What follows belongs to an exercise in optimizing a design on an open flow for a short achievable clock period and few clock cycles; a production flow would make more cautious choices. Where RTL was checked, it was by simulation tests only, not by an equivalence proof against the original. No functional check of the RTL was part of runs 4 and 5. No activity file was given, so power comes from the tool's default toggle rates.

## design/flow/design.v

```verilog
module tsb_report_engine (
    input  wire       clk,
    input  wire       rst_n,        
    input  wire       fin_valid,
    output wire       fin_ready,
    input  wire [7:0] fin_data,
    input  wire       fin_req,      
    input  wire       fin_err,      
    output wire       out_valid,
    input  wire       out_ready,
    output wire [7:0] out_data,
    output wire       out_last
);
    localparam        NT  = 8;      
    localparam        NB  = 3;      
    localparam        PKT = 35;     
    localparam [15:0] SCAN_STEP = 16'd125;
    localparam [1:0] OUT_FRAME_OK  = 2'd0;
    localparam [1:0] OUT_NOT_READY = 2'd1;
    localparam [1:0] OUT_CORRUPT   = 2'd2;
    localparam [1:0] OUT_BUSFAIL   = 2'd3;
    integer e, s;
    reg        rdy_q;               
    wire       acc = fin_valid && rdy_q;
    reg        x_st;                
    reg  [2:0] x_pos;               
    reg        x_first;             
    reg        x_lastrec;           
    reg  [2:0] x_rem;               
    reg        x_tab;               
    wire       f_body = !fin_err && fin_data[7] && (fin_data[3:0] <= 4'd5) &&
                        (fin_data[2:0] != 3'd0);
    wire       f_rep  = fin_req && !(!fin_err && fin_data[7] && (fin_data[3:0] > 4'd5));
    wire       f_fin  = x_st ? !f_body : (x_lastrec && x_pos == 3'd7);
    always @(posedge clk) begin
        if (!rst_n) begin
            x_st <= 1'b1;
        end else if (acc) begin
            if (x_st) begin
                x_st      <= !f_body;
                x_pos     <= 3'd0;
                x_first   <= 1'b1;
                x_rem     <= fin_data[2:0] - 3'd1;
                x_lastrec <= (fin_data[2:0] == 3'd1);
                x_tab     <= f_rep;
            end else begin
                x_pos <= x_pos + 3'd1;
                if (x_pos == 3'd7) begin
                    x_st      <= x_lastrec;
                    x_first   <= 1'b0;
                    x_rem     <= x_rem - 3'd1;
                    x_lastrec <= (x_rem == 3'd1);
                end
            end
        end
    end
    reg        in_v;                
    reg  [7:0] in_d;
    reg        in_req, in_err;
    reg        in_st;               
    reg        in_fin;              
    reg        in_first;            
    reg        in_tab;              
    reg  [4:0] in_k;                
    always @(posedge clk) begin
        in_d     <= fin_data;
        in_req   <= fin_req;
        in_err   <= fin_err;
        in_st    <= x_st;
        in_fin   <= f_fin;
        in_first <= x_first;
        in_tab   <= x_tab;
        in_k     <= x_st ? 5'd0 : (5'd1 << x_pos);
        if (!rst_n)
            in_v <= 1'b0;
        else
            in_v <= acc;
    end
    reg  [NT-1:0] wt, rt;           
    reg  [NB-1:0] wb, rb;           
    reg  [NT-1:0] cnt_t;            
    reg  [NB-1:0] cnt_b;            
    reg  [4:0]    cur_sel;          
    wire       st_byte  = in_v && in_st;
    wire       commit   = in_v && in_fin;
    wire       commit_b = commit && !in_st && in_tab;
    wire       hdr_ok   = !in_err && in_d[7] && (in_d[3:0] <= 4'd5);
    wire [1:0] hdr_outc = in_err ? OUT_BUSFAIL :
                          !in_d[7] ? OUT_NOT_READY :
                          (in_d[3:0] > 4'd5) ? OUT_CORRUPT : OUT_FRAME_OK;
    reg  [4:0] id_sel;              
    always @(*) begin
        for (s = 0; s < 5; s = s + 1)
            id_sel[s] = (in_d[3:0] == s);
    end
    always @(posedge clk) begin
        if (in_v && in_k[0])
            cur_sel <= id_sel;
    end
    reg [2*NT-1:0]    tok_outc;
    reg [NT-1:0]      tok_rep;
    reg [NT-1:0]      tok_tab;      
    reg [3*NT-1:0]    tok_drop;
    reg [3*NT-1:0]    tok_tn;
    always @(posedge clk) begin
        for (e = 0; e < NT; e = e + 1) begin
            if (wt[e]) begin
                if (st_byte) begin
                    tok_outc[2*e +: 2] <= hdr_outc;
                    tok_rep[e]         <= in_req && (hdr_outc != OUT_CORRUPT);
                    tok_tab[e]         <= 1'b0;
                    tok_tn[3*e +: 3]   <= hdr_ok ? in_d[2:0] : 3'd0;
                    tok_drop[3*e +: 3] <= 3'd0;
                end
                if (in_v && in_k[0]) begin
                    tok_tab[e] <= in_tab;
                    if (id_sel == 5'd0)
                        tok_drop[3*e +: 3] <= tok_drop[3*e +: 3] + 3'd1;
                end
            end
        end
    end
    reg [5*NB-1:0]    tab_tip;
    reg [80*NB-1:0]   tab_x;        
    reg [80*NB-1:0]   tab_y;
    always @(posedge clk) begin
        for (e = 0; e < NB; e = e + 1) begin
            if (wb[e] && in_v && in_tab) begin
                if (in_k[0]) begin
                    if (in_first)
                        tab_tip[5*e +: 5] <= id_sel;
                    else
                        tab_tip[5*e +: 5] <= tab_tip[5*e +: 5] | id_sel;
                end
                for (s = 0; s < 5; s = s + 1) begin
                    if (cur_sel[s]) begin
                        if (in_k[1]) tab_x[80*e + 16*s +: 8]     <= in_d;
                        if (in_k[2]) tab_x[80*e + 16*s + 8 +: 8] <= in_d;
                        if (in_k[3]) tab_y[80*e + 16*s +: 8]     <= in_d;
                        if (in_k[4]) tab_y[80*e + 16*s + 8 +: 8] <= in_d;
                    end
                end
            end
        end
    end
    reg  [PKT-1:0]   pos;           
    reg  [15:0]      scan_cur;      
    reg              ov, kv;        
    reg  [7:0]       od, kd;
    reg              ol, kl;
    reg  [1:0]  h_outc;
    reg         h_rep, h_tab;
    reg  [2:0]  h_drop, h_tn;
    reg  [4:0]  h_tip;
    reg  [79:0] h_x, h_y;
    always @(*) begin
        h_outc = 2'd0; h_rep = 1'b0; h_tab = 1'b0; h_drop = 3'd0; h_tn = 3'd0;
        h_tip = 5'd0; h_x = 80'd0; h_y = 80'd0;
        for (e = 0; e < NT; e = e + 1) begin
            h_outc = h_outc | ({2{rt[e]}} & tok_outc[2*e +: 2]);
            h_rep  = h_rep  | (rt[e]      & tok_rep[e]);
            h_tab  = h_tab  | (rt[e]      & tok_tab[e]);
            h_drop = h_drop | ({3{rt[e]}} & tok_drop[3*e +: 3]);
            h_tn   = h_tn   | ({3{rt[e]}} & tok_tn[3*e +: 3]);
        end
        for (e = 0; e < NB; e = e + 1) begin
            h_tip  = h_tip  | ({5{rb[e]}}  & tab_tip[5*e +: 5]);
            h_x    = h_x    | ({80{rb[e]}} & tab_x[80*e +: 80]);
            h_y    = h_y    | ({80{rb[e]}} & tab_y[80*e +: 80]);
        end
    end
    wire [4:0] p_tip = h_tab ? h_tip : 5'd0;
    reg [8*PKT-1:0] pkt;
    always @(*) begin
        pkt = {8*PKT{1'b0}};
        pkt[7:0]   = {2'b00, (h_rep ? h_drop : 3'd0), h_rep, h_outc};
        pkt[15:8]  = 8'd1;
        pkt[31:16] = scan_cur;
        pkt[39:32] = {5'd0, h_tn};
        for (s = 0; s < 5; s = s + 1) begin
            pkt[8*(5+6*s) +: 8]  = s;
            pkt[8*(6+6*s) +: 8]  = {7'd0, p_tip[s]};
            pkt[8*(7+6*s) +: 16] = p_tip[s] ? h_x[16*s +: 16] : 16'd0;
            pkt[8*(9+6*s) +: 16] = p_tip[s] ? h_y[16*s +: 16] : 16'd0;
        end
    end
    reg [7:0] p_byte;               
    always @(*) begin
        p_byte = 8'd0;
        for (s = 0; s < PKT; s = s + 1)
            p_byte = p_byte | ({8{pos[s]}} & pkt[8*s +: 8]);
    end
    wire p_last = h_rep ? pos[PKT-1] : pos[0];
    wire s_v    = cnt_t[0];                 
    reg        bv;
    reg  [7:0] bd;
    reg        bl;
    wire b_adv  = bv && !kv;                
    wire s_adv  = s_v && (!bv || b_adv);    
    wire load   = s_adv && p_last;          
    always @(posedge clk) begin
        if (!rst_n) begin
            pos      <= {{PKT-1{1'b0}}, 1'b1};
            scan_cur <= SCAN_STEP;
        end else if (s_adv) begin
            if (p_last) begin
                pos      <= {{PKT-1{1'b0}}, 1'b1};
                scan_cur <= scan_cur + SCAN_STEP;
            end else begin
                pos <= {pos[PKT-2:0], 1'b0};
            end
        end
    end
    wire       o_move = !ov || out_ready;
    wire [7:0] o_nd   = kv ? kd : bd;
    wire       o_nl   = kv ? kl : bl;
    always @(posedge clk) begin
        if (!rst_n) begin
            bd <= 8'd0;
            bl <= 1'b0;
            bv <= 1'b0;
        end else begin
            bd <= ({8{s_adv}} & p_byte) | ({8{!s_adv}} & bd);
            bl <= (s_adv & p_last) | (!s_adv & bl);
            bv <= s_adv || (bv && !b_adv);
        end
    end
    always @(posedge clk) begin
        if (!rst_n) begin
            od <= 8'd0;
            ol <= 1'b0;
            ov <= 1'b0;
            kv <= 1'b0;
        end else begin
            od <= ({8{o_move}} & o_nd) | ({8{!o_move}} & od);
            ol <= (o_move & o_nl) | (!o_move & ol);
            if (o_move) begin
                ov <= kv || bv;
                kv <= 1'b0;
            end else if (b_adv) begin
                kv <= 1'b1;
            end
        end
    end
    always @(posedge clk) begin
        if (!o_move && b_adv) begin
            kd <= bd;
            kl <= bl;
        end
    end
    wire          load_b  = load && h_tab;
    wire [NT-1:0] cnt_t_nx = (commit && !load) ? {cnt_t[NT-2:0], 1'b1} :
                             (load && !commit) ? {1'b0, cnt_t[NT-1:1]} : cnt_t;
    wire [NB-1:0] cnt_b_nx = (commit_b && !load_b) ? {cnt_b[NB-2:0], 1'b1} :
                             (load_b && !commit_b) ? {1'b0, cnt_b[NB-1:1]} : cnt_b;
    wire [NT-1:0] cnt_t_fc = commit   ? {cnt_t[NT-2:0], 1'b1} : cnt_t;
    wire [NB-1:0] cnt_b_fc = commit_b ? {cnt_b[NB-2:0], 1'b1} : cnt_b;
    reg rdy_nx;
    always @(*) begin
        if (acc) begin
            if (f_fin)
                rdy_nx = !cnt_t_fc[NT-2];
            else if (x_st)
                rdy_nx = !(f_rep && cnt_b_fc[NB-1]);
            else
                rdy_nx = 1'b1;
        end else begin
            if (x_st)
                rdy_nx = !cnt_t_fc[NT-1];
            else if (x_first && x_pos == 3'd0)
                rdy_nx = !(x_tab && cnt_b_fc[NB-1]);
            else
                rdy_nx = 1'b1;
        end
    end
    always @(posedge clk) begin
        if (!rst_n) begin
            wt    <= {{NT-1{1'b0}}, 1'b1};
            rt    <= {{NT-1{1'b0}}, 1'b1};
            wb    <= {{NB-1{1'b0}}, 1'b1};
            rb    <= {{NB-1{1'b0}}, 1'b1};
            cnt_t <= {NT{1'b0}};
            cnt_b <= {NB{1'b0}};
            rdy_q <= 1'b1;
        end else begin
            if (commit)   wt <= {wt[NT-2:0], wt[NT-1]};
            if (load)     rt <= {rt[NT-2:0], rt[NT-1]};
            if (commit_b) wb <= {wb[NB-2:0], wb[NB-1]};
            if (load_b)   rb <= {rb[NB-2:0], rb[NB-1]};
            cnt_t <= cnt_t_nx;
            cnt_b <= cnt_b_nx;
            rdy_q <= rdy_nx;
        end
    end
    assign fin_ready = rdy_q;
    assign out_valid = ov;
    assign out_data  = od;
    assign out_last  = ol;
endmodule
```

## design/flow/run.sh

```bash
#!/bin/bash
# synth_recipe.tcl (not shown) runs the flow's synth.tcl, then flattens the netlist and writes it again
# the make line also repeats each setting of config.mk as NAME=value (left out here)
make -C /OpenROAD-flow-scripts/flow DESIGN_CONFIG=/design/flow/config.mk WORK_HOME=/design/flow/orfs CLKGATE_MAP_FILE= SYNTH_SCRIPT=/design/flow/synth_recipe.tcl finish
```

## design/flow/config.mk

```make
export PLATFORM = sky130hd
export DESIGN_NAME = tsb_report_engine
export DESIGN_NICKNAME = tsb_report_engine
export VERILOG_FILES = /design/flow/design.v
export SDC_FILE = /design/flow/constraint.sdc
export NUM_CORES = 4
export LEC_CHECK = 0
export ABC_CLOCK_PERIOD_IN_PS = 2000
export CAP_MARGIN = 20
export CORE_MARGIN = 2
export CORE_UTILIZATION = 65
export PLACE_DENSITY = 0.75
export SETUP_SLACK_MARGIN = 5
export SLEW_MARGIN = 20
export TNS_END_PERCENT = 100
```

## design/flow/constraint.sdc

```tcl
create_clock -name core_clock -period 7.5 [get_ports {clk}]
set_input_delay 1.5000 -clock core_clock [delete_from_list [all_inputs] [get_ports {clk}]]
set_output_delay 1.5000 -clock core_clock [all_outputs]
set_load 0.01 [all_outputs]
```

==> notes.md, run 1 <==
- Startpoint types: flip-flop
- Clock buffer depth: 3
- Synth top area share: 65.23%
- WL final: 66,900 um
- Vias/cell: 6.975
- Worst-margin pin slew: 0.8632 ns
- Final setup fails: 0
- Global Route met2 Usage: 47.28%
- First-pass GRT wire length: 100,700 um
- Number of synthesized flops with an enable pin: 598
- Final total power: 8.156 mW
- IO buf count: 24
- Setup WS pre-CTS: 4.021 ns
- Met1 usage: 43.24%
- Clk pin slew, worst setup/hold paths: 0.06 ns
- Critical-path cell list: buf_6
- Post-Syn Instances: 1,890
- Rows: 75
- RD Place Congestion: 0.8400
- Max Clk Rate: 391.5 MHz
- Layout cells sized above 1: 11.03%
- Final Critical Period: 2.554 ns
- CP bufs+invs: 1
- Total GRT Usage: 30.37%
- Slowest Stage Delay on Critical Path: 0.35 ns
- # IOs: 25
- Peak VDD IR: 232.5 uV
- Hold endpoint: in_tab
- FFs w/ async S/R, synth: 0%
- Mean Syn Cell Area: 14.57 um2
- Vias in the first global route: 16,760
- Fin crit share: 34.06%
- Crit path max-delay family: flip-flops
- Sequential-to-total area share from yosys stat: 74.47%
- Wire length per cell: 26.66 um
- Worst Setup End Kind: output pin
- DRC viols: 0
- Nets: 1,943
- Yosys top cell by area: edfxtp_1
- Count leader, synth: edfxtp_1
- Vias: 17,500
- Register-to-Register Path Depth: 6
- Worst r2r src: rb[2]
- Final setup TNS: 0 ns
- Final core occ: 73.99%
- PwrDens: 263.4 nW/um2
- GRT busiest layer: met2
- Hold Path Class: reg2reg
- Chip height: 209.8 um
- Max-Cap Viols: 0
- Lkg Pwr: 9.917 nW
- YS warnings: 1
- GRT overflow: 0
- Req. time, crit path: 6.00 ns
- Slowest stage cell, crit path: dfxtp_4
- P&R area growth vs syn: 12.49%
- Sink Count: 725
- DP Wirelength: 38,240 um
- Commonest cells post-synth: 598 x edfxtp_1, 223 x nand2_1, 160 x a222oi_1
- Antenna Nets Post-Route: 0
- Worst Clk Skew: 0.02408 ns
- Reg-to-reg setup timing slack: 4.99 ns
- Pre-Repair DR Iteration Count: 12
- Syn_nets: 1,923
- Synth unique cells: 60
- H-tree levels: 3
- Met3 usage: 5.925%
- Initial Util: 65.78%
- Main area contributors after synthesis: edfxtp_1 65%, dfxtp_1 9.2%, a222oi_1 5.8%
- Crit Path Category: reg2out
- Drt initial violations: 3,139
- Synth Cell Area: 27,530 um2
- Initial antenna violation count: 0
- Die area: 44,010 um2
- Die X: 209.8 um
- Worst EP arrival: 1.05 ns
- FF+latch count, synth: 725
- Largest net degree at the start of global routing: 82
- Hold Crit Depth: 0
- Pins Over Slew Limit: 0
- CTS Buf Count: 71
- Slew headroom: 41.84%
- Hold_sp: x_tab
- Hold Violations, Final: 0
- TritonCTS clock tree: done
- RSZ-0062 raised after global routing: yes
- Crit Path Max Fanout: 2
- Total core area: 41,850 um2
- # hold bufs at CTS: 0
- Root buf cell: clkbuf_16
- Outcome: finished clean
- Latest clock arrival within the worst-skew pair: 0.61 ns
- PnR worst setup slack: 4.946 ns
- Top_reg_cell synth: edfxtp_1
- # fillers: 2,534
power by group:
group	internal [mW]	switching [mW]	leakage, nW
Clock	1.94	1.45	1.08
Combinational	0.116	0.210	2.42
Sequential	4.39	0.0586	6.42
metal layers:
layer / wire length, um / part of all wire [%] / vias up
met1: 25440 / 38 / 8628
met5: 0 / 0 / -
met2: 31780 / 48 / 1142
li1: - / - / 7596
met3: 7465 / 11 / 135
met4: 2208 / 3.3 / 0
registers in the layout (all words and copies together) (netlist names), 15 cells and up, named ones only:
signal	cells
tok_drop	24
tab_x	240
scan_cur	16
pos	35
tab_y	240
tab_tip	15
tok_tn	24
tok_outc	16
how the worst max path moves through the flow:
stage,from,cells past startpoint,to
2_1_floorplan,fin_data[1],8,rdy_q
3_5_place_dp,rst_n,4,pos[22]
5_1_grt,rdy_q,1,fin_ready
6_report,rdy_q,1,fin_ready
3_3_place_gp,fin_data[1],9,rdy_q
4_1_cts,rdy_q,1,fin_ready
cells by family (layout without fill, tap and decap cells):
| group | count (synthesis) | in the layout | synth area share, % |
|---|---|---|---|
| buffers and inverters | 170 | 247 | 2.377 |
| XOR/XNOR | 9 | 9 | 0.2863 |
| AO/OA/AOI/OAI | 492 | 492 | 13.76 |
| other | 0 | 2 | 0 |
| AND/OR/NAND/NOR | 444 | 445 | 7.113 |
| multiplexers | 31 | 31 | 1.136 |
| adder cells (fa/ha/maj) | 19 | 19 | 0.8636 |
| flip-flops | 725 | 725 | 74.47 |
area by class of cell:
type	instances	area, um2	share of cell area (%)
diodes	2	5.005	0.01616
clock buffers	109	2061	6.655
clock inverters	22	141.4	0.4566
inverters	56	234.0	0.7556
multi-input cells	996	6595	21.30
flip-flops and latches	725	20560	66.40
well taps	539	674.4	2.178
repair buffers	60	694.4	2.242
timing repair:
item | 4_1_cts | 5_1_grt
pin swaps | 3 | 3
cloned | 2 | 1
resized for setup | 110 | 26
buffers inserted | 9 | 6
setup endpoints to repair | 102 | 63
cell usage in the layout, fill, tap and decap left out, types with 6 or more instances in the layout:
cell               n
o22ai_1           81
clkbuf_1          26
nand2_1          220
inv_1             52
edfxtp_1         598
nand4_1            7
and2_1            19
o21ai_0           68
nand3_1           21
buf_4             20
o211a_1            9
clkbuf_16         76
and3_1            16
clkbuf_8           6
dfxtp_2           23
buf_6             15
nor2_1           102
dfxtp_4            9
a221oi_1           9
a22oi_1           42
a222oi_1         160
clkdlybuf4s50_1    9
a21oi_1           42
clkinv_2           7
nor2b_1           15
ha_1              14
o211ai_1          14
nand2b_1           9
clkinv_1           9
mux2i_1           29
a21boi_0          17
buf_12             6
dfxtp_1           95
through the flow:
| stage | hold slack [ns] | cells | instance area, um2 |
|---|---|---|---|
| final | 0.3854 | 2509 | 30970 |
| after global routing | 0.3949 | 2507 | 30960 |
| after CTS | 0.3789 | 2500 | 30770 |
| after detailed placement | 0.3648 | 2358 | 28290 |
| after global placement | 0.3647 | 2358 | 28290 |
| after floorplan | 0.3477 | 1890 | 27670 |
Testbench counts, summed over its fixed seeds: cycles 141,162.
==> run 2, diff against run 1 <==
--- a/design/flow/design.v
+++ b/design/flow/design.v
@@ -122,2 +122,10 @@
     end
+    reg [NB-1:0]      tab_we;
+    wire [NB-1:0]     wb_nx = commit_b ? {wb[NB-2:0], wb[NB-1]} : wb;
+    always @(posedge clk) begin
+        if (!rst_n)
+            tab_we <= {NB{1'b0}};
+        else
+            tab_we <= {NB{acc && !x_st && x_tab}} & wb_nx;
+    end
     reg [5*NB-1:0]    tab_tip;
@@ -127,3 +135,3 @@
         for (e = 0; e < NB; e = e + 1) begin
-            if (wb[e] && in_v && in_tab) begin
+            if (tab_we[e]) begin
                 if (in_k[0]) begin
@@ -287,3 +295,3 @@
             if (load)     rt <= {rt[NT-2:0], rt[NT-1]};
-            if (commit_b) wb <= {wb[NB-2:0], wb[NB-1]};
+            wb <= wb_nx;
             if (load_b)   rb <= {rb[NB-2:0], rb[NB-1]};
==> notes.md, run 2 <==
- Post-DP Area: 28,450 um2 (+0.54%)
- Final setup fails: 0 (unchanged)
- Yosys top cell by area: edfxtp_1
- Worst EP arrival: 3.04 ns (+1.99 ns)
- Pre-Repair DR Iteration Count: 10 (-2)
- Number of synthesized flops with an enable pin: 598 (unchanged)
- Total GRT Usage: 31.14% (+0.77 points)
- CP bufs+invs: 1 (unchanged)
- Startpoint types: flip-flop
- Worst Setup End Kind: flip-flop
- Slew headroom: 39.09% (-2.8 points)
- Count leader, synth: edfxtp_1
- Layout cells sized above 1: 12.02% (+0.99 points)
- Wire length per cell: 27.45 um (+3.0%)
- Vias in the first global route: 17,040 (+1.6%)
- Post-Syn Instances: 1,891 (+0.053%)
- Worst-margin pin slew: 0.9125 ns (+0.04925 ns)
- Total core area: 42,040 um2 (+0.45%)
- Hold Violations, Final: 0 (unchanged)
- GRT overflow: 0 (unchanged)
- Peak VDD IR: 278.9 uV (+20%)
- Largest net degree at the start of global routing: 75 (-8.5%)
- Rows: 75 (unchanged)
- DRC viols: 0 (unchanged)
- WL final: 68,950 um (+3.1%)
- Vias/cell: 7.113 (+2.0%)
- Initial antenna violation count: 0 (unchanged)
- P&R area growth vs syn: 12.76%
- RSZ-0062 raised after global routing: yes
- Sink Count: 728 (+0.41%)
- Final Critical Period: 2.563 ns (+0.008440 ns)
- Critical Path Source: rb[1]
- # IOs: 25 (unchanged)
- Worst r2r src: rb[1]
- Commonest non-fill, non-tap cells in the layout: 598 x edfxtp_1, 163 x a222oi_1, 153 x nand2_1
- IO buf count: 24 (unchanged)
- Initial Util: 66.04% (+0.27 points)
- TritonCTS clock tree: done
- Fin crit share: 34.17% (+0.11 points)
- Root buf cell: clkbuf_16
- Sequential-to-total area share from yosys stat: 74.05% (-0.41 points)
- Mean Syn Cell Area: 14.68 um2 (+0.80%)
- First-pass GRT wire length: 102,900 um (+2.2%)
- Crit Path Category: reg2reg
- Main area contributors after synthesis: edfxtp_1 65%, dfxtp_1 9.4%, a222oi_1 5.9%
- Worst Clk Skew: 0.02246 ns (-0.001619 ns)
- Largest regs: tab_x x240, tab_y x240, pos x35
- Post-route insts no fill: 2,512 (+0.12%)
- YS warnings: 1 (unchanged)
- Clock buffer depth: 3 (unchanged)
- Vias: 17,870 (+2.1%)
- Commonest non-fill, non-tap cell in the layout: edfxtp_1
- CTS Buf Count: 72 (+1.4%)
- Lkg Pwr: 10.30 nW (+3.8%)
- PwrDens: 259.7 nW/um2 (-1.4%)
- Hold_sp: x_tab
- Nets: 1,946 (+0.15%)
- Req. time, crit path: 7.98 ns (+1.98 ns)
- Critical-path cell list: bufbuf_16 > a222oi_1 > o22ai_1 > o21ai_0 > nand4_1 > o21ba_2
- Slowest stage cell, crit path: o21ai_0
- Top_reg_cell synth: edfxtp_1
- RD Place Congestion: 0.8275 (-1.5%)
- Synth top area share: 64.68% (-0.55 points)
- Hold Path Class: reg2reg
- FFs w/ async S/R, synth: 0% (unchanged)
- Antenna Nets Post-Route: 0 (unchanged)
- FF+latch count, synth: 728 (+0.41%)
- Dpl cells: 2,349 (-0.38%)
- Latest clock arrival within the worst-skew pair: 0.60 ns (about the same)
- Clk pin slew, worst setup/hold paths: 0.06 ns (about the same)
- Pins Over Slew Limit: 0 (unchanged)
- Crit Path Max Fanout: 54 (+52)
- Die X: 210.7 um (+0.42%)
- Final setup TNS: 0 ns (unchanged)
- H-tree levels: 3 (unchanged)
- Die area: 44,380 um2 (+0.84%)
- Synth Cell Area: 27,760 um2 (+0.85%)
- Crit path max-delay family: compound AO/OA/AOI/OAI gates
- Outcome: finished clean
- Drt initial violations: 3,267 (+4.1%)
- Synth unique cells: 68 (+13%)
- Max-Cap Viols: 0 (unchanged)
- Syn_nets: 1,924 (+0.052%)
- DP Wirelength: 38,450 um (+0.54%)
- Max Clk Rate: 390.2 MHz (-0.33%)
- Chip height: 210.7 um (+0.42%)
- Slowest Stage Delay on Critical Path: 0.59 ns (+0.24 ns)
- Final instance area: 31,310 um2 (+1.1%)
- Commonest cells post-synth: 598 x edfxtp_1, 163 x a222oi_1, 155 x nand2_1
==> run 2: routing by layer <==
layer | vias to the layer above | GRT usage, % | part of all wire [%]
met5 | - | 0 | 0
met4 | 0 | 12.58 | 4.0
met1 | 8794 | 43.03 | 37
li1 | 7698 | - | -
met3 | 190 | 6.423 | 12
met2 | 1185 | 49.22 | 47
==> run 2: repair_timing <==
item	CTS	global route
hold buffers	0	0
gates cloned	1	1
pin swaps	8	2
buffers inserted	19	8
endpoints found under the setup margin	100	79
gates resized for setup	103	18
==> run 2: logic make-up (layout without fill, tap and decap cells) <==
group,after synthesis,in the layout,synth area share (%)
compound gates,503,503,13.80
buf+inv,184,265,2.618
flops,728,728,74.05
mux,35,35,1.289
other cells,0,1,0
fa+ha+maj,19,19,0.8562
xor+xnor,2,2,0.06310
simple gates,420,420,7.323
==> run 2: final timing paths <==
path / endpoint / slack [ns] / cells past startpoint
min: in_tab / 0.40 / 0
max: flip-flop / 4.94 / 6
max reg2reg: flip-flop / 4.94 / 6
min reg2reg: in_tab / 0.40 / 0
==> run 2: final cells by class <==
class | instances | area [um2]
flip-flops and latches | 728 | 20610
fillers | 2531 | 10730
multi-input cells | 979 | 6646
clock buffers | 97 | 2019
repair buffers | 76 | 860.8
well taps | 539 | 674.4
clock inverters | 36 | 284.0
inverters | 56 | 212.7
diodes | 1 | 2.502
==> run 2: per-stage QoR <==
| stage | hold slack, ns | util, % | worst slack [ns] | power (mW) |
|---|---|---|---|---|
| 2_1_floorplan | 0.3402 | - | 5.002 | 4.605 |
| 3_3_place_gp | 0.3972 | 67.66 | 4.192 | 4.677 |
| 3_5_place_dp | 0.3944 | 67.66 | 4.177 | 4.684 |
| 4_1_cts | 0.4002 | 74.07 | 4.938 | 8.142 |
| 5_1_grt | 0.4112 | 74.46 | 4.932 | 8.313 |
| 6_report | 0.3971 | 74.47 | 4.937 | 8.130 |
==> run 2: worst reg2reg max path: cells and delay by family, from the launching register on <==
family | cells | cell delay, ns
compound gates | 4 | 1.39
buf+inv | 1 | 0.40
flops | 1 | 0.46
simple gates | 1 | 0.19
==> run 2: power breakdown <==
part / internal, mW / total, mW / switching, mW
Clock: 2.03 / 3.51 / 1.47
Combinational: 0.0647 / 0.202 / 0.137
Sequential: 4.39 / 4.42 / 0.0331
Testbench counts of run 2, summed over its fixed seeds: cycles 141,162.
==> run 3, diff against run 2 <==
--- a/design/flow/config.mk
+++ b/design/flow/config.mk
@@ -10,4 +10,3 @@
 export CORE_MARGIN = 2
-export CORE_UTILIZATION = 65
-export PLACE_DENSITY = 0.75
+export CORE_UTILIZATION = 40
 export SETUP_SLACK_MARGIN = 5
==> notes.md, run 3 <==
- Number of synthesized flops with an enable pin: 598 (unchanged)
- YS warnings: 1 (unchanged)
- Rows: 96 (+28%)
- Top_reg_cell synth: edfxtp_1
- Main area contributors after synthesis: edfxtp_1 65%, dfxtp_1 9.4%, a222oi_1 5.9%
- Yosys top cell by area: edfxtp_1
- # IOs: 25 (unchanged)
- Ant. Diodes: 0 (-1)
- Syn_nets: 1,924 (unchanged)
- Total core area: 68,710 um2 (+63%)
- Vias: 17,410 (-2.6%)
- Routed met1 length: 30,720 um (+21%)
- RD Place Congestion: 0.8082 (-2.3%)
- GRT overflow: 0 (unchanged)
- Vias/cell: 5.999 (-16%)
- Worst EP arrival: 1.07 ns (-1.97 ns)
- Pins Over Slew Limit: 0 (unchanged)
- Crit Path Category: reg2out
- Final setup TNS: 0 ns (unchanged)
- Root buf cell: clkbuf_16
- Post-route insts no fill: 2,902 (+16%)
- WL final: 72,190 um (+4.7%)
- Req. time, crit path: 6.00 ns (-1.98 ns)
- Synth Cell Area: 27,760 um2 (unchanged)
- Crit path depth: 1 (-5)
- Register-to-Register Path Depth: 6 (unchanged)
- Setup WS pre-CTS: 3.911 ns (-0.2660 ns)
- Wire length per cell: 24.88 um (-9.4%)
- Hold Crit Depth: 0 (unchanged)
- Final setup fails: 0 (unchanged)
- Crit path max-delay family: flip-flops
- Drt initial violations: 2,567 (-21%)
- CP bufs+invs: 1 (unchanged)
- Synth unique cells: 68 (unchanged)
- FFs w/ async S/R, synth: 0% (unchanged)
- # fillers: 5,976 (+140%)
- Worst Setup End Kind: output pin
- Clock buffer depth: 3 (unchanged)
- Layout cells sized above 1: 12.13% (+0.11 points)
- PnR worst setup slack: 4.928 ns (-0.009570 ns)
- Critical-path cell list: buf_6
- Hold Path Class: reg2reg
- FF+latch count, synth: 728 (unchanged)
- Die area: 71,530 um2 (+61%)
- Sequential-to-total area share from yosys stat: 74.05% (unchanged)
- Crit Path Max Fanout: 2 (-96%)
- Metal2 WL: 34,630 um (+5.8%)
- Max layer used: met4
- Final core occ: 46.41% (-28 points)
- Latest clock arrival within the worst-skew pair: 0.62 ns (+0.02 ns)
- Count leader, synth: edfxtp_1
- Worst-margin pin slew: 0.9189 ns (+0.006420 ns)
- RSZ-0062 raised after global routing: yes
- TritonCTS clock tree: done
- Pre-Repair DR Iteration Count: 8 (-2)
- Initial Util: 40.41% (-26 points)
- Lkg Pwr: 10.33 nW (+0.38%)
- # hold bufs at CTS: 0 (unchanged)
- Slowest stage cell, crit path: dfxtp_4
- WL met3: 5199 um (-35%)
- Dpl cells: 2,739 (+17%)
- Startpoint types: flip-flop
- Commonest cells post-synth: 598 x edfxtp_1, 163 x a222oi_1, 155 x nand2_1
- Final Critical Period: 2.572 ns (+0.009570 ns)
- Sink Count: 728 (unchanged)
- Largest regs: tab_x x240, tab_y x240, pos x35
- Chip height: 267.5 um (+27%)
- Mean Syn Cell Area: 14.68 um2 (unchanged)
- Antenna Nets Post-Route: 0 (unchanged)
- Outcome: finished clean
- Initial antenna violation count: 1 (+1)
- CTS Buf Count: 74 (+2.8%)
- Worst Clk Skew: 0.02152 ns (-0.0009405 ns)
- Nets: 1,942 (-0.21%)
- H-tree levels: 3 (unchanged)
- IO buf count: 24 (unchanged)
- Largest net degree at the start of global routing: 85 (+13%)
- Fin crit share: 34.30% (+0.13 points)
- Slew headroom: 37.94% (-1.1 points)
- Clk pin slew, worst setup/hold paths: 0.06 ns (about the same)
- Commonest non-fill, non-tap cells in the layout: 598 x edfxtp_1, 163 x a222oi_1, 154 x nand2_1
- Vias in the first global route: 16,900 (-0.77%)
- Die X: 267.5 um (+27%)
- Total GRT Usage: 20.04% (-11 points)
- Commonest non-fill, non-tap cell in the layout: edfxtp_1
- Synth top area share: 64.68% (unchanged)
- Post-Syn Instances: 1,891 (unchanged)
- DRC viols: 0 (unchanged)
- DP Wirelength: 40,370 um (+5.0%)
- Slowest Stage Delay on Critical Path: 0.35 ns (-0.24 ns)
- First-pass GRT wire length: 108,400 um (+5.3%)
- Fin Hold WS: 0.3987 ns (+0.001562 ns)
- PwrDens: 261.7 nW/um2 (+0.79%)
- Peak VDD IR: 184.2 uV (-34%)
- Max-Cap Viols: 0 (unchanged)
- P&R area growth vs syn: 14.85%
- Hold Violations, Final: 0 (unchanged)
- Max Clk Rate: 388.8 MHz (-0.37%)
## run 3: changes by cell type in the layout (fill, tap and decap cells not counted), moves of 3 or more
cell / before / now
clkinv_1: 16 / 7
clkbuf_1: 16 / 24
buf_4: 34 / 29
dfxtp_4: 4 / 8
buf_12: 6 / 3
bufinv_16: 4 / 7
## run 3: final cells by class
class / instances / area (um2) / share of cell area, %
Tap cell: 931 / 1165 / 3.653
Sequential cell: 728 / 20620 / 64.66
Clock inverter: 32 / 370.4 / 1.161
Inverter: 56 / 212.7 / 0.6670
Multi-Input combinational cell: 979 / 6621 / 20.76
Timing Repair Buffer: 70 / 814.5 / 2.554
Clock buffer: 106 / 2086 / 6.541
## run 3: final timing paths
kind	start	end	slack (ns)
worst min-delay path	x_first	in_first	0.40
worst max-delay path	ov	out_valid	4.93
worst max register to register	rb[2]	flip-flop	5.02
worst min register to register	x_first	in_first	0.40
## run 3: layer usage
layer / track usage [%] / vias to the layer above
li1: - / 7706
met1: 27.90 / 8843
met2: 32.50 / 762
met3: 3.007 / 97
met4: 6.221 / 0
met5: 0 / -
## run 3: metrics by stage
| stage | instance area (um2) | power (mW) |
|---|---|---|
| 2_1_floorplan | 27840 | 4.605 |
| 3_3_place_gp | 28930 | 4.684 |
| 3_5_place_dp | 28930 | 4.692 |
| 4_1_cts | 31770 | 8.392 |
| 5_1_grt | 31890 | 8.575 |
| 6_report | 31890 | 8.346 |
## run 3: cells by family after synthesis
family                   after synthesis  share of synthesized area (%)
flip-flops                           728                          74.05
AO/OA/AOI/OAI                        503                          13.80
AND/OR/NAND/NOR                      420                          7.323
buffers and inverters                184                          2.618
multiplexers                          35                          1.289
adder cells (fa/ha/maj)               19                         0.8562
XOR/XNOR                               2                        0.06310
## run 3: power breakdown
part / internal [mW] / switching [mW] / leakage [nW] / total, mW
clock: 2.19 / 1.53 / 1.20 / 3.72
sequential: 4.39 / 0.0334 / 6.45 / 4.42
combinational: 0.0643 / 0.139 / 2.69 / 0.203
total: 6.64 / 1.70 / 10.3 / 8.35
## run 3: timing repair
item,4_1_cts,5_1_grt
gates cloned,3,1
setup endpoints to repair,109,88
pin swaps,7,1
gates resized for setup,107,15
buffers inserted,17,4
==> run 4, diff against run 3 <==
--- a/design/flow/design.v
+++ b/design/flow/design.v
@@ -158,36 +158,57 @@
     reg              ol, kl;
-    reg  [1:0]  h_outc;
-    reg         h_rep, h_tab;
-    reg  [2:0]  h_drop, h_tn;
-    reg  [4:0]  h_tip;
-    reg  [79:0] h_x, h_y;
+    reg         hv;             
+    reg  [7:0]  hs_st;          
+    reg         hs_rep, hs_tab;
+    reg  [2:0]  hs_tn;
+    reg  [4:0]  hs_tip;         
+    wire [NT-1:0] rt1 = {rt[NT-2:0], rt[NT-1]};
+    wire [NB-1:0] rb1 = {rb[NB-2:0], rb[NB-1]};
+    reg  [7:0]  t0_st, t1_st;   
+    reg         t0_rep, t1_rep, t0_tab, t1_tab;
+    reg  [2:0]  t0_tn, t1_tn;
+    reg  [4:0]  b0_tip, b1_tip;  
+    reg  [7:0]  e_st;
     always @(*) begin
-        h_outc = 2'd0; h_rep = 1'b0; h_tab = 1'b0; h_drop = 3'd0; h_tn = 3'd0;
-        h_tip = 5'd0; h_x = 80'd0; h_y = 80'd0;
+        t0_st = 8'd0; t0_rep = 1'b0; t0_tab = 1'b0; t0_tn = 3'd0;
+        t1_st = 8'd0; t1_rep = 1'b0; t1_tab = 1'b0; t1_tn = 3'd0;
         for (e = 0; e < NT; e = e + 1) begin
-            h_outc = h_outc | ({2{rt[e]}} & tok_outc[2*e +: 2]);
-            h_rep  = h_rep  | (rt[e]      & tok_rep[e]);
-            h_tab  = h_tab  | (rt[e]      & tok_tab[e]);
-            h_drop = h_drop | ({3{rt[e]}} & tok_drop[3*e +: 3]);
-            h_tn   = h_tn   | ({3{rt[e]}} & tok_tn[3*e +: 3]);
+            e_st = {2'b00, (tok_rep[e] ? tok_drop[3*e +: 3] : 3'd0), tok_rep[e],
+                    tok_outc[2*e +: 2]};
+            t0_st  = t0_st  | ({8{rt[e]}}  & e_st);
+            t0_rep = t0_rep | (rt[e]       & tok_rep[e]);
+            t0_tab = t0_tab | (rt[e]       & tok_tab[e]);
+            t0_tn  = t0_tn  | ({3{rt[e]}}  & tok_tn[3*e +: 3]);
+            t1_st  = t1_st  | ({8{rt1[e]}} & e_st);
+            t1_rep = t1_rep | (rt1[e]      & tok_rep[e]);
+            t1_tab = t1_tab | (rt1[e]      & tok_tab[e]);
+            t1_tn  = t1_tn  | ({3{rt1[e]}} & tok_tn[3*e +: 3]);
+        end
+        b0_tip = 5'd0; b1_tip = 5'd0;
+        for (e = 0; e < NB; e = e + 1) begin
+            b0_tip = b0_tip | ({5{rb[e]}}  & tab_tip[5*e +: 5]);
+            b1_tip = b1_tip | ({5{rb1[e]}} & tab_tip[5*e +: 5]);
         end
+    end
+    reg  [79:0] h_x, h_y;
+    always @(*) begin
+        h_x = 80'd0; h_y = 80'd0;
         for (e = 0; e < NB; e = e + 1) begin
-            h_tip  = h_tip  | ({5{rb[e]}}  & tab_tip[5*e +: 5]);
-            h_x    = h_x    | ({80{rb[e]}} & tab_x[80*e +: 80]);
-            h_y    = h_y    | ({80{rb[e]}} & tab_y[80*e +: 80]);
+            h_x = h_x | ({80{rb[e]}} & tab_x[80*e +: 80]);
+            h_y = h_y | ({80{rb[e]}} & tab_y[80*e +: 80]);
         end
     end
-    wire [4:0] p_tip = h_tab ? h_tip : 5'd0;
-    reg [8*PKT-1:0] pkt;
+    reg  [31:0] sxy;
+    reg  [31:0] sxy_d;
+    reg  [4:0]  at_id, at_x0, at_x1, at_y0, at_y1, at_tip;
     always @(*) begin
-        pkt = {8*PKT{1'b0}};
-        pkt[7:0]   = {2'b00, (h_rep ? h_drop : 3'd0), h_rep, h_outc};
-        pkt[15:8]  = 8'd1;
-        pkt[31:16] = scan_cur;
-        pkt[39:32] = {5'd0, h_tn};
+        sxy_d = 32'd0;
         for (s = 0; s < 5; s = s + 1) begin
-            pkt[8*(5+6*s) +: 8]  = s;
-            pkt[8*(6+6*s) +: 8]  = {7'd0, p_tip[s]};
-            pkt[8*(7+6*s) +: 16] = p_tip[s] ? h_x[16*s +: 16] : 16'd0;
-            pkt[8*(9+6*s) +: 16] = p_tip[s] ? h_y[16*s +: 16] : 16'd0;
+            sxy_d = sxy_d | ({32{pos[4+6*s] && hs_tip[s]}} &
+                             {h_y[16*s +: 16], h_x[16*s +: 16]});
+            at_id[s]  = pos[5+6*s];
+            at_tip[s] = pos[6+6*s];
+            at_x0[s]  = pos[7+6*s];
+            at_x1[s]  = pos[8+6*s];
+            at_y0[s]  = pos[9+6*s];
+            at_y1[s]  = pos[10+6*s];
         end
@@ -196,8 +217,16 @@
     always @(*) begin
-        p_byte = 8'd0;
-        for (s = 0; s < PKT; s = s + 1)
-            p_byte = p_byte | ({8{pos[s]}} & pkt[8*s +: 8]);
+        p_byte = ({8{pos[0]}} & hs_st) |
+                 ({8{pos[1]}} & 8'd1) |
+                 ({8{pos[2]}} & scan_cur[7:0]) |
+                 ({8{pos[3]}} & scan_cur[15:8]) |
+                 ({8{pos[4]}} & {5'd0, hs_tn}) |
+                 ({8{|at_x0}} & sxy[7:0]) |
+                 ({8{|at_x1}} & sxy[15:8]) |
+                 ({8{|at_y0}} & sxy[23:16]) |
+                 ({8{|at_y1}} & sxy[31:24]) |
+                 {7'd0, |(at_tip & hs_tip)};
+        for (s = 0; s < 5; s = s + 1)
+            p_byte = p_byte | ({8{at_id[s]}} & s);
     end
-    wire p_last = h_rep ? pos[PKT-1] : pos[0];
-    wire s_v    = cnt_t[0];                 
+    wire p_last = hs_rep ? pos[PKT-1] : pos[0];
     reg        bv;
@@ -206,3 +235,3 @@
     wire b_adv  = bv && !kv;                
-    wire s_adv  = s_v && (!bv || b_adv);    
+    wire s_adv  = hv && (!bv || b_adv);     
     wire load   = s_adv && p_last;          
@@ -221,2 +250,25 @@
     end
+    always @(posedge clk) begin
+        if (!rst_n) begin
+            hv <= 1'b0;
+        end else if (load) begin
+            hv     <= cnt_t[1];
+            hs_st  <= t1_st;
+            hs_rep <= t1_rep;
+            hs_tab <= t1_tab;
+            hs_tn  <= t1_tn;
+            hs_tip <= t1_tab ? (hs_tab ? b1_tip : b0_tip) : 5'd0;
+        end else if (!hv) begin
+            hv     <= cnt_t[0];
+            hs_st  <= t0_st;
+            hs_rep <= t0_rep;
+            hs_tab <= t0_tab;
+            hs_tn  <= t0_tn;
+            hs_tip <= t0_tab ? b0_tip : 5'd0;
+        end
+    end
+    always @(posedge clk) begin
+        if (s_adv && (pos[4] || pos[10] || pos[16] || pos[22] || pos[28]))
+            sxy <= sxy_d;
+    end
     wire       o_move = !ov || out_ready;
@@ -258,3 +310,3 @@
     end
-    wire          load_b  = load && h_tab;
+    wire          load_b  = load && hs_tab;
     wire [NT-1:0] cnt_t_nx = (commit && !load) ? {cnt_t[NT-2:0], 1'b1} :
--- a/design/flow/config.mk
+++ b/design/flow/config.mk
@@ -10,3 +10,4 @@
 export CORE_MARGIN = 2
-export CORE_UTILIZATION = 40
+export CORE_UTILIZATION = 65
+export PLACE_DENSITY = 0.75
 export SETUP_SLACK_MARGIN = 5
==> notes.md, run 4 <==
- Outcome: finished clean
- Multi-input logic area: 7146 um2 (+7.9%)
- Mean Syn Cell Area: 14.93 um2 (+1.7%)
- RSZ-0062 raised after global routing: yes
- Drt initial violations: 3,260 (+27%)
- Hold Path Class: reg2reg
- Post-synthesis adder-cell area fraction: 0.7965% (-0.060 points)
- TritonCTS clock tree: done
- Startpoint types: flip-flop
- DRC viols: 0 (unchanged)
- Nets: 2,010 (+3.5%)
- Pre-Repair DR Iteration Count: 10 (+2)
- Reg-to-reg setup timing slack: 5.05 ns (+0.03 ns)
- Lkg Pwr: 11.10 nW (+7.4%)
- Worst EP arrival: 1.07 ns (about the same)
- Req. time, crit path: 6.00 ns (about the same)
- GRT overflow: 0 (unchanged)
- First-pass GRT wire length: 105,800 um (-2.4%)
- Peak VDD IR: 248.8 uV (+35%)
- Count leader, synth: edfxtp_1
- Latest clock arrival within the worst-skew pair: 0.61 ns (about the same)
- RD Place Congestion: 0.8601 (+6.4%)
- Max Clk Rate: 388.4 MHz (about the same)
- Mux cell area share after synthesis: 1.371% (+0.082 points)
- Synth top area share: 64.89% (+0.22 points)
- Largest regs: tab_x x240, tab_y x240, pos x35
- FFs w/ async S/R, synth: 0% (unchanged)
- Crit path max-delay family: flip-flops
- Hold Crit Depth: 0 (unchanged)
- Commonest cells post-synth: 645 x edfxtp_1, 185 x a222oi_1, 155 x nor2_1
- Synth Cell Area: 29,850 um2 (+7.5%)
- Synth Area in XOR/XNOR: 0.2348% (+0.17 points)
- Die area: 47,650 um2 (-33%)
- Root buf cell: clkbuf_16
- Syn_nets: 2,032 (+5.6%)
- Critical Path Source: rdy_q
- Total core area: 45,380 um2 (-34%)
- Synth unique cells: 65 (-4.4%)
- Antenna Nets Post-Route: 0 (unchanged)
- Max-Cap Viols: 0 (unchanged)
- YS warnings: 1 (unchanged)
- FF+latch count, synth: 776 (+6.6%)
- Die X: 218.3 um (-18%)
- H-tree levels: 3 (unchanged)
- Slowest Stage Delay on Critical Path: 0.36 ns (about the same)
- Commonest non-fill, non-tap cells in the layout: 645 x edfxtp_1, 185 x a222oi_1, 155 x nor2_1
- P&R area growth vs syn: 11.46%
- Crit Path Category: reg2out
- Main area contributors after synthesis: edfxtp_1 65%, dfxtp_1 8.8%, a222oi_1 6.2%
- Hold Violations, Final: 0 (unchanged)
- Commonest non-fill, non-tap cell in the layout: edfxtp_1
- # fillers: 2,737 (-54%)
- Worst Clk Skew: 0.02473 ns (+0.003217 ns)
- Sink Count: 776 (+6.6%)
- Initial antenna violation count: 1 (unchanged)
- # IOs: 25 (unchanged)
- Final setup fails: 0 (unchanged)
- WL final: 69,370 um (-3.9%)
- Fin crit share: 34.33% (about the same)
- Compound-Gate Fraction of Synth Area: 14.02% (+0.22 points)
- Top_reg_cell synth: edfxtp_1
- Number of synthesized flops with an enable pin: 645 (+7.9%)
- Vias in the first global route: 18,090 (+7.0%)
- Yosys top cell by area: edfxtp_1
- CTS Buf Count: 76 (+2.7%)
- Register-to-Register Path Depth: 3 (-3)
- Slew headroom: 25.80% (-12 points)
- Final Critical Period: 2.575 ns (+0.002350 ns)
- Sequential-to-total area share from yosys stat: 73.68% (-0.37 points)
- Rows: 78 (-19%)
- Initial Util: 65.77% (+25 points)
- Largest family of logic cells by synthesized area: compound AO/OA/AOI/OAI gates
- Worst-margin pin slew: 1.111 ns (+0.1926 ns)
- Simple-gate portion of the synthesized area: 7.219% (-0.10 points)
- Layout cells sized above 1: 10.34% (-1.8 points)
- Post-Syn Instances: 1,999 (+5.7%)
- Worst r2r src: rb[0]
- Crit Path Max Fanout: 4 (+2)
- Vias: 18,780 (+7.9%)
- Clk pin slew, worst setup/hold paths: 0.06 ns (about the same)
- Sequential Area: 22,040 um2 (+6.9%)
- Worst Setup End Kind: output pin
- Wire length per cell: 26.28 um (+5.6%)
- CP bufs+invs: 1 (unchanged)
- Vias/cell: 7.115 (+19%)
- DP Wirelength: 38,930 um (-3.6%)
- Clock buffer depth: 3 (unchanged)
- Critical-path cell list: buf_6
- Chip height: 218.3 um (-18%)
- IO buf count: 24 (unchanged)
- Hold_sp: x_first
- Worst flop-to-flop path endpoint: sxy[27]
- PwrDens: 264.8 nW/um2 (+1.2%)
- Hold endpoint: in_first
- Largest net degree at the start of global routing: 85 (unchanged)
- Final setup TNS: 0 ns (unchanged)
- Pins Over Slew Limit: 0 (unchanged)
- Slowest stage cell, crit path: dfxtp_2
- Ant. Diodes: 0 (unchanged)
- Fin Hold WS: 0.4172 ns (+0.01848 ns)
- Total GRT Usage: 29.42% (+9.4 points)
## run 4: timing repair
| action | CTS | global route |
|---|---|---|
| setup buffers | 10 | 2 |
| endpoints found under the setup margin | 196 | 58 |
| pin swaps | 1 | 3 |
| endpoints found under the hold margin | 0 | 0 |
| hold buffers | 0 | 0 |
| gates resized for setup | 81 | 7 |
## run 4: layout make-up
| class | count | area share (%) |
|---|---|---|
| Sequential cell | 776 | 66.24 |
| Timing Repair Buffer | 56 | 1.741 |
| Inverter | 46 | 0.5190 |
| Clock inverter | 38 | 1.324 |
| Clock buffer | 103 | 6.439 |
| Tap cell | 600 | 2.257 |
| Multi-Input combinational cell | 1021 | 21.48 |
## run 4: metrics by stage
stage / util (%) / setup slack, ns / cells / power (mW) / cell area, um2
final: 73.31 / 4.925 / 2640 / 8.810 / 33270
after global placement: 67.06 / 3.199 / 2487 / 4.985 / 30430
after floorplan: - / 5.018 / 1999 / 4.917 / 29890
after global routing: 73.31 / 4.890 / 2640 / 9.034 / 33270
after CTS: 73.16 / 4.895 / 2638 / 8.838 / 33200
after detailed placement: 67.06 / 3.082 / 2487 / 4.994 / 30430
## run 4: metal layers
metal	global-route usage (%)	share of wire, %	wire, um
met3	6.068	11	7877
met2	45.71	47	32750
met4	10.84	3.0	2078
met5	0	0.026	18
met1	41.67	38	26650
## run 4: how the worst max path moves through the flow
| stage | to | slack (ns) | cells past startpoint |
|---|---|---|---|
| after global routing | fin_ready | 4.89 | 1 |
| after floorplan | kd[0] | 5.02 | 3 |
| final | fin_ready | 4.93 | 1 |
| after detailed placement | rdy_q | 3.08 | 6 |
| after CTS | fin_ready | 4.89 | 1 |
| after global placement | rdy_q | 3.20 | 6 |
## run 4: cell families after synthesis
kind of cell / Yosys count
DFF: 776
and+or+nand+nor: 432
buffers and inverters: 202
adders and majority gates: 19
AOI/OAI and AO/OA: 522
xor gates and xnor gates: 8
muxes: 40
## run 4: power breakdown
part	internal [mW]	switching [mW]	total [mW]
Clock	2.32	1.57	3.90
Sequential	4.69	0.0528	4.74
Combinational	0.0587	0.113	0.172
Total	7.07	1.74	8.81
==> run 5, diff against run 4 <==
--- a/design/flow/config.mk
+++ b/design/flow/config.mk
@@ -10,4 +10,3 @@
 export CORE_MARGIN = 2
-export CORE_UTILIZATION = 65
-export PLACE_DENSITY = 0.75
+export CORE_UTILIZATION = 40
 export SETUP_SLACK_MARGIN = 5
==> notes.md, run 5 <==
- Outcome: finished clean
- Peak VDD IR: 163.9 uV (-34%)
- Fin crit share: 34.54% (+0.22 points)
- FF+latch count, synth: 776 (unchanged)
- Vias/cell: 6.095 (-14%)
- Synth top area share: 64.89% (unchanged)
- Sequential-to-total area share from yosys stat: 73.68% (unchanged)
- Worst Setup End Kind: output pin
- H-tree levels: 3 (unchanged)
- Slowest stage cell, crit path: dfxtp_2
- First-pass GRT wire length: 109,200 um (+3.2%)
- Nets: 2,015 (+0.25%)
- Sink Count: 776 (unchanged)
- # IOs: 25 (unchanged)
- Vias in the first global route: 17,710 (-2.1%)
- Root buf cell: clkbuf_16
- Yosys top cell by area: edfxtp_1
- Crit Path Max Fanout: 2 (-2)
- Slew headroom: 20.25% (-5.6 points)
- Crit Path Category: reg2out
- P&R area growth vs syn: 13.37%
- RSZ-0062 raised after global routing: yes
- Initial Util: 40.23% (-26 points)
- TritonCTS clock tree: done
- Total GRT Usage: 18.49% (-11 points)
- Layout cells sized above 1: 10.89% (+0.55 points)
- Latest clock arrival within the worst-skew pair: 0.64 ns (+0.03 ns)
- Antenna Nets Post-Route: 0 (unchanged)
- Mean Syn Cell Area: 14.93 um2 (unchanged)
- DP Wirelength: 41,130 um (+5.7%)
- Largest net degree at the start of global routing: 123 (+45%)
- Post-DP Area: 30,930 um2 (+1.6%)
- IO buf count: 24 (unchanged)
- Max-Cap Viols: 0 (unchanged)
- Sequential Area: 22,030 um2 (about the same)
- Worst Clk Skew: 0.03306 ns (+0.008324 ns)
- Number of synthesized flops with an enable pin: 645 (unchanged)
- Req. time, crit path: 6.00 ns (about the same)
- Startpoint types: flip-flop
- Worst EP arrival: 1.09 ns (+0.02 ns)
- Final instance area: 33,840 um2 (+1.7%)
- Post-Syn Instances: 1,999 (unchanged)
- Syn_nets: 2,032 (unchanged)
- Top_reg_cell synth: edfxtp_1
- Total core area: 74,200 um2 (+63%)
- Ant. Diodes: 0 (unchanged)
- Die area: 76,820 um2 (+61%)
- Pins Over Slew Limit: 0 (unchanged)
- # fillers: 6,362 (+130%)
- Hold Crit Depth: 0 (unchanged)
- Wire length per cell: 24.10 um (-8.3%)
- WL final: 72,680 um (+4.8%)
- Synth unique cells: 65 (unchanged)
- Largest regs: tab_x x240, tab_y x240, pos x35
- Hold Violations, Final: 0 (unchanged)
- Commonest non-fill, non-tap cell in the layout: edfxtp_1
- Clock buffer depth: 3 (unchanged)
- CTS Buf Count: 80 (+5.3%)
- Vias: 18,380 (-2.1%)
- Chip height: 277.2 um (+27%)
- Final Critical Period: 2.591 ns (+0.01614 ns)
- Register-to-Register Path Depth: 5 (+2)
- Reg-to-reg setup timing slack: 5.08 ns (+0.03 ns)
- Critical-path cell list: buf_6
- Commonest cells post-synth: 645 x edfxtp_1, 185 x a222oi_1, 155 x nor2_1
- Hold_sp: x_first
- Worst flop-to-flop path endpoint: sxy[7]
- DRC viols: 0 (unchanged)
- Synth Cell Area: 29,850 um2 (unchanged)
- Final setup TNS: 0 ns (unchanged)
- Final setup fails: 0 (unchanged)
- Main area contributors after synthesis: edfxtp_1 65%, dfxtp_1 8.8%, a222oi_1 6.2%
- Drt initial violations: 3,041 (-6.7%)
- PwrDens: 261.3 nW/um2 (-1.3%)
- Hold Path Class: reg2reg
- Multi-input logic area: 7157 um2 (+0.16%)
- Lkg Pwr: 11.13 nW (+0.26%)
- CP bufs+invs: 1 (unchanged)
- GRT overflow: 0 (unchanged)
- Worst r2r src: rb[0]
- RD Place Congestion: 0.8197 (-4.7%)
- FFs w/ async S/R, synth: 0% (unchanged)
- Initial antenna violation count: 1 (unchanged)
- Hold endpoint: in_first
- Commonest non-fill, non-tap cells in the layout: 645 x edfxtp_1, 185 x a222oi_1, 154 x nor2_1
- Rows: 100 (+28%)
- Pre-Repair DR Iteration Count: 9 (-1)
- Max Clk Rate: 386.0 MHz (-0.62%)
- Crit path max-delay family: flip-flops
- Slowest Stage Delay on Critical Path: 0.36 ns (about the same)
- Worst-margin pin slew: 1.195 ns (+0.08314 ns)
- Count leader, synth: edfxtp_1
- Die X: 277.2 um (+27%)
- YS warnings: 1 (unchanged)
- Clk pin slew, worst setup/hold paths: 0.06 ns (about the same)
[run 5: power by group]
group / switching (mW) / total [mW] / internal (mW)
registers: 0.0492 / 4.74 / 4.69
clock network: 1.64 / 3.92 / 2.28
logic: 0.123 / 0.185 / 0.0625
total: 1.81 / 8.84 / 7.03
[run 5: cell type report]
cell class                      instances  share of cell area [%]
Clock buffer                          113                   6.767
Clock inverter                         34                   1.017
Inverter                               46                  0.5103
Multi-Input combinational cell       1022                   21.15
Sequential cell                       776                   65.12
Tap cell                              969                   3.583
Timing Repair Buffer                   56                   1.856
[run 5: kinds of logic after synthesis]
family / count (synthesis) / share of synthesized area, %
fa+ha+maj: 19 / 0.7965
flops: 776 / 73.68
simple gates: 432 / 7.219
mux: 40 / 1.371
compound gates: 522 / 14.02
buf+inv: 202 / 2.675
xor+xnor: 8 / 0.2348
[run 5: through the flow]
| step | std cells | worst slack [ns] | utilization (%) | total power [mW] | hold slack [ns] |
|---|---|---|---|---|---|
| 6_report | 3016 | 4.909 | 45.61 | 8.843 | 0.3970 |
| 5_1_grt | 3016 | 4.868 | 45.61 | 9.093 | 0.4194 |
| 4_1_cts | 3014 | 4.854 | 45.48 | 8.905 | 0.4076 |
| 3_5_place_dp | 2857 | 3.782 | 41.68 | 5.004 | 0.4136 |
| 3_3_place_gp | 2857 | 3.785 | 41.68 | 4.995 | 0.4195 |
| 2_1_floorplan | 1999 | 5.018 | - | 4.917 | 0.3410 |
[run 5: worst max-delay path by stage]
stage / cells past startpoint / startpoint / to
2_1_floorplan: 3 / out_ready / kd[0]
5_1_grt: 1 / ov / out_valid
3_3_place_gp: 7 / rst_n / rdy_q
4_1_cts: 1 / ov / out_valid
3_5_place_dp: 5 / rst_n / hs_tn[2]
6_report: 1 / ov / out_valid
[run 5: what timing repair did]
item,in CTS,in global routing
pin swaps,2,2
buffers inserted,8,1
cloned,2,1
endpoints found under the setup margin,152,32
hold buffers,0,0
gates resized for setup,81,15
[run 5: per-layer routing]
metal | part of all wire (%) | up-vias | global-route usage (%) | routed length, um
li1 | - | 8171 | - | -
met1 | 43 | 9256 | 25.70 | 30920
met2 | 47 | 826 | 29.56 | 34300
met3 | 7.4 | 129 | 2.843 | 5392
met4 | 2.8 | 2 | 6.675 | 2055
met5 | 0.018 | - | 0 | 13

[what the ideal ports hide]
The results above use ideal ports. As a check the final layouts listed here were re-extracted and re-timed, cells and wires unchanged.
Step 1 (the two cells are an assumption about what drives the block):
set clk [get_ports {clk}]
set_driving_cell -lib_cell sky130_fd_sc_hd__clkbuf_16 $clk
set_driving_cell -lib_cell sky130_fd_sc_hd__buf_2 [delete_from_list [all_inputs] $clk]
Step 2 also shifts input and output timing later by t, the mid clock arrival at the registers, as if the neighbouring blocks saw the same clock.
Three values: no drivers, after step 1, after step 2; two values: the first two.
| run | t, ns | slack for setup (ns) | worst setup path after step 2 |
|---|---|---|---|
| run 1 | 0.651 | 4.946 / 4.890 / 4.479 | input to register |
| run 2 | 0.646 | 4.937 / 4.909 / 4.504 | input to register |
| run 3 | 0.670 | 4.928 / 4.871 / 4.425 | input to register |
| run 4 | 0.663 | 4.925 / 4.864 / 4.423 | input to register |
| run 5 | 0.694 | 4.909 / 4.838 / 4.419 | input to register |
After both steps setup and hold are still met in every run listed. The setup slack of run 3, which loses most, moves by -0.057 ns with the drivers and by -0.503 ns with both steps.
